Source: an optimization exercise on an open RTL-to-GDS flow (aim: small area, a short achievable clock period and few clock cycles). Production flows keep margins and buffers that such runs may drop. The RTL was checked by simulation tests, not by an equivalence proof against the original design.

Design bxc_acc, start of the top module:
module bxc_acc (
    input  wire        clk,
    input  wire        rst,           
    input  wire        start,
    input  wire        cfg_b58,       
    input  wire        cfg_decode,    
    input  wire [8:0]  cfg_radix,     
    input  wire        in_valid,
    input  wire [8:0]  in_data,
    output wire        in_ready,
    output wire        out_valid,
    output wire [9:0]  out_data,
    input  wire        out_ready,
    output wire        busy,
    output reg  [2:0]  err_code,
    output reg  [31:0] err_pos
);
    localparam B    = 4;             
    localparam S    = 2 * B;         
    localparam NA   = 64 - S;        
    localparam TAP  = 2;             
    localparam FINE = 16;            
    localparam LMIN = 2;
    localparam NBW  = 3;             
    localparam [2:0] ST_IDLE  = 3'd0,
                     ST_FILL  = 3'd1,    
                     ST_RUN   = 3'd2,    
                     ST_OUT   = 3'd3,    
                     ST_FLUSH = 3'd4,    
                     ST_DRAIN = 3'd5;    
    localparam [2:0] E_NONE     = 3'd0,
                     E_INVALID  = 3'd1,
                     E_CAPACITY = 3'd5,
                     E_BADCFG   = 3'd7;
    function [7:0] rom58;
        input [5:0] v;
        begin
            if (v < 6'd9)       rom58 = 8'h31 + {2'b00, v};
            else if (v < 6'd17) rom58 = 8'h41 + {2'b00, v} - 8'd9;
            else if (v < 6'd22) rom58 = 8'h4A + {2'b00, v} - 8'd17;
            else if (v < 6'd33) rom58 = 8'h50 + {2'b00, v} - 8'd22;
            else if (v < 6'd44) rom58 = 8'h61 + {2'b00, v} - 8'd33;
            else                rom58 = 8'h6D + {2'b00, v} - 8'd44;
        end
    endfunction
    function [6:0] tab58;
        input [7:0] c;
        begin
            if (c >= 8'h31 && c <= 8'h39)      tab58 = {1'b1, c[5:0] - 6'h31};
  ...
For scale: roughly 7300 cells after synthesis, ~67000 um2 of cells after synthesis.
export LEC_CHECK = 0
export CAP_MARGIN = 70
export CORE_MARGIN = 2
export CORE_UTILIZATION = 40
export PLACE_DENSITY = 0.6
export SLEW_MARGIN = 70
export SYNTH_HIERARCHICAL = 1
create_clock -name core_clock -period 36.0 [get_ports {clk}]
standard.sh (not shown) runs the stock make flow with config.mk's settings and CLKGATE_MAP_FILE= SYNTH_SCRIPT=/design/flow/synth_recipe.tcl, a recipe that flattens the netlist after the stock synthesis.
==> flow/flow/run.sh <==
#!/bin/bash
# Layout flow: the standard ORFS flow (standard.sh, synthesis unchanged),
# with the port buffers built from sky130_fd_sc_hd__buf_2 cells instead of the
# delay-buffer cells buffer_ports picks by default. Every input and output
# port still gets its own buffer.
set -euo pipefail
export BUFFER_PORTS_ARGS="-buffer_cell sky130_fd_sc_hd__buf_2"
bash standard.sh finish > standard_flow.log 2>&1
Testbench counts at the start, summed over its fixed seeds: cycles 47,093.
Edit:
--- a/flow/design.v
+++ b/flow/design.v
@@ -277,20 +277,22 @@
             else if ((j < FINE) ? ((j % TAP) == TAP - 1) : ((j % (2*TAP)) == 2*TAP - 1))
                 R[8*j +: 8] <= (L == j + 1) ? X[8*S-1 -: 8] : R[8*(j+1) +: 8];
             else
                 R[8*j +: 8] <= R[8*(j+1) +: 8];
         end
         X <= st_out;
         for (j = 0; j < S; j = j + 1) begin
-            QR[4*j +: 4] <= st_q[4*j +: 4];
+            if (st_act[j]) QR[4*j +: 4] <= st_q[4*j +: 4];
         end
         for (j = 0; j < B; j = j + 1) begin
-            XA[8*j +: 8] <= st_acc[8*(2*j) +: 8];
-            HR[8*j +: 8] <= st_acc[8*(2*j+1) +: 8];
-            CB[j]        <= st_cb[2*j+1];
+            if (st_act[2*j]) XA[8*j +: 8] <= st_acc[8*(2*j) +: 8];
+            if (st_act[2*j+1]) begin
+                HR[8*j +: 8] <= st_acc[8*(2*j+1) +: 8];
+                CB[j] <= st_cb[2*j+1];
+            end
         end
         begin
             if (in_valid && in_ready_r) begin
                 raw_v <= 1'b1;
                 raw_d <= in_data;
             end else if (raw_v) begin
                 raw_v <= 1'b0;
What happened: Worst hold slack degrades by 30 ps; wire length is higher by about 4.3%; register-to-register slack improves by 20 ps; setup slack gets better by 43 ps; synthesized cell count decreases by about 1.1%; maximum frequency went up by about 0.5%; non-clock buffer count rose by 37; via count rises by about 1.5%.
Testbench counts after the change, summed over its fixed seeds: cycles 47,093.

## separate check: timing with driven ports
The results above use ideal ports. As a check the final layouts listed here were re-extracted and re-timed, cells and wires unchanged. Step 1, drivers: a clkbuf_16 drives clk and a buf_2 each remaining input, both assumed. Step 2 times the ports against the registers' clock, not the clock port: input delays grow and output delays shrink by t, the midpoint of the rising clock arrivals with the driver on. a / b / c = ideal / step 1 / step 2; a / b = the first two.
| run | t (ns) | setup slack, ns | worst hold slack (ns) | cell pins on the clock port's net |
|---|---|---|---|---|
| the first run | 0.803 | 27.304 / 27.221 / 26.765 | 0.339 / 0.339 / 0.339 | 1 |
| the second run | 0.807 | 27.347 / 27.269 / 26.699 | 0.309 / 0.309 / 0.309 | 1 |
After both steps every run listed still meets setup and hold. The setup slack of the second run, which loses most, moves by -0.078 ns with the drivers and by -0.648 ns with both steps.
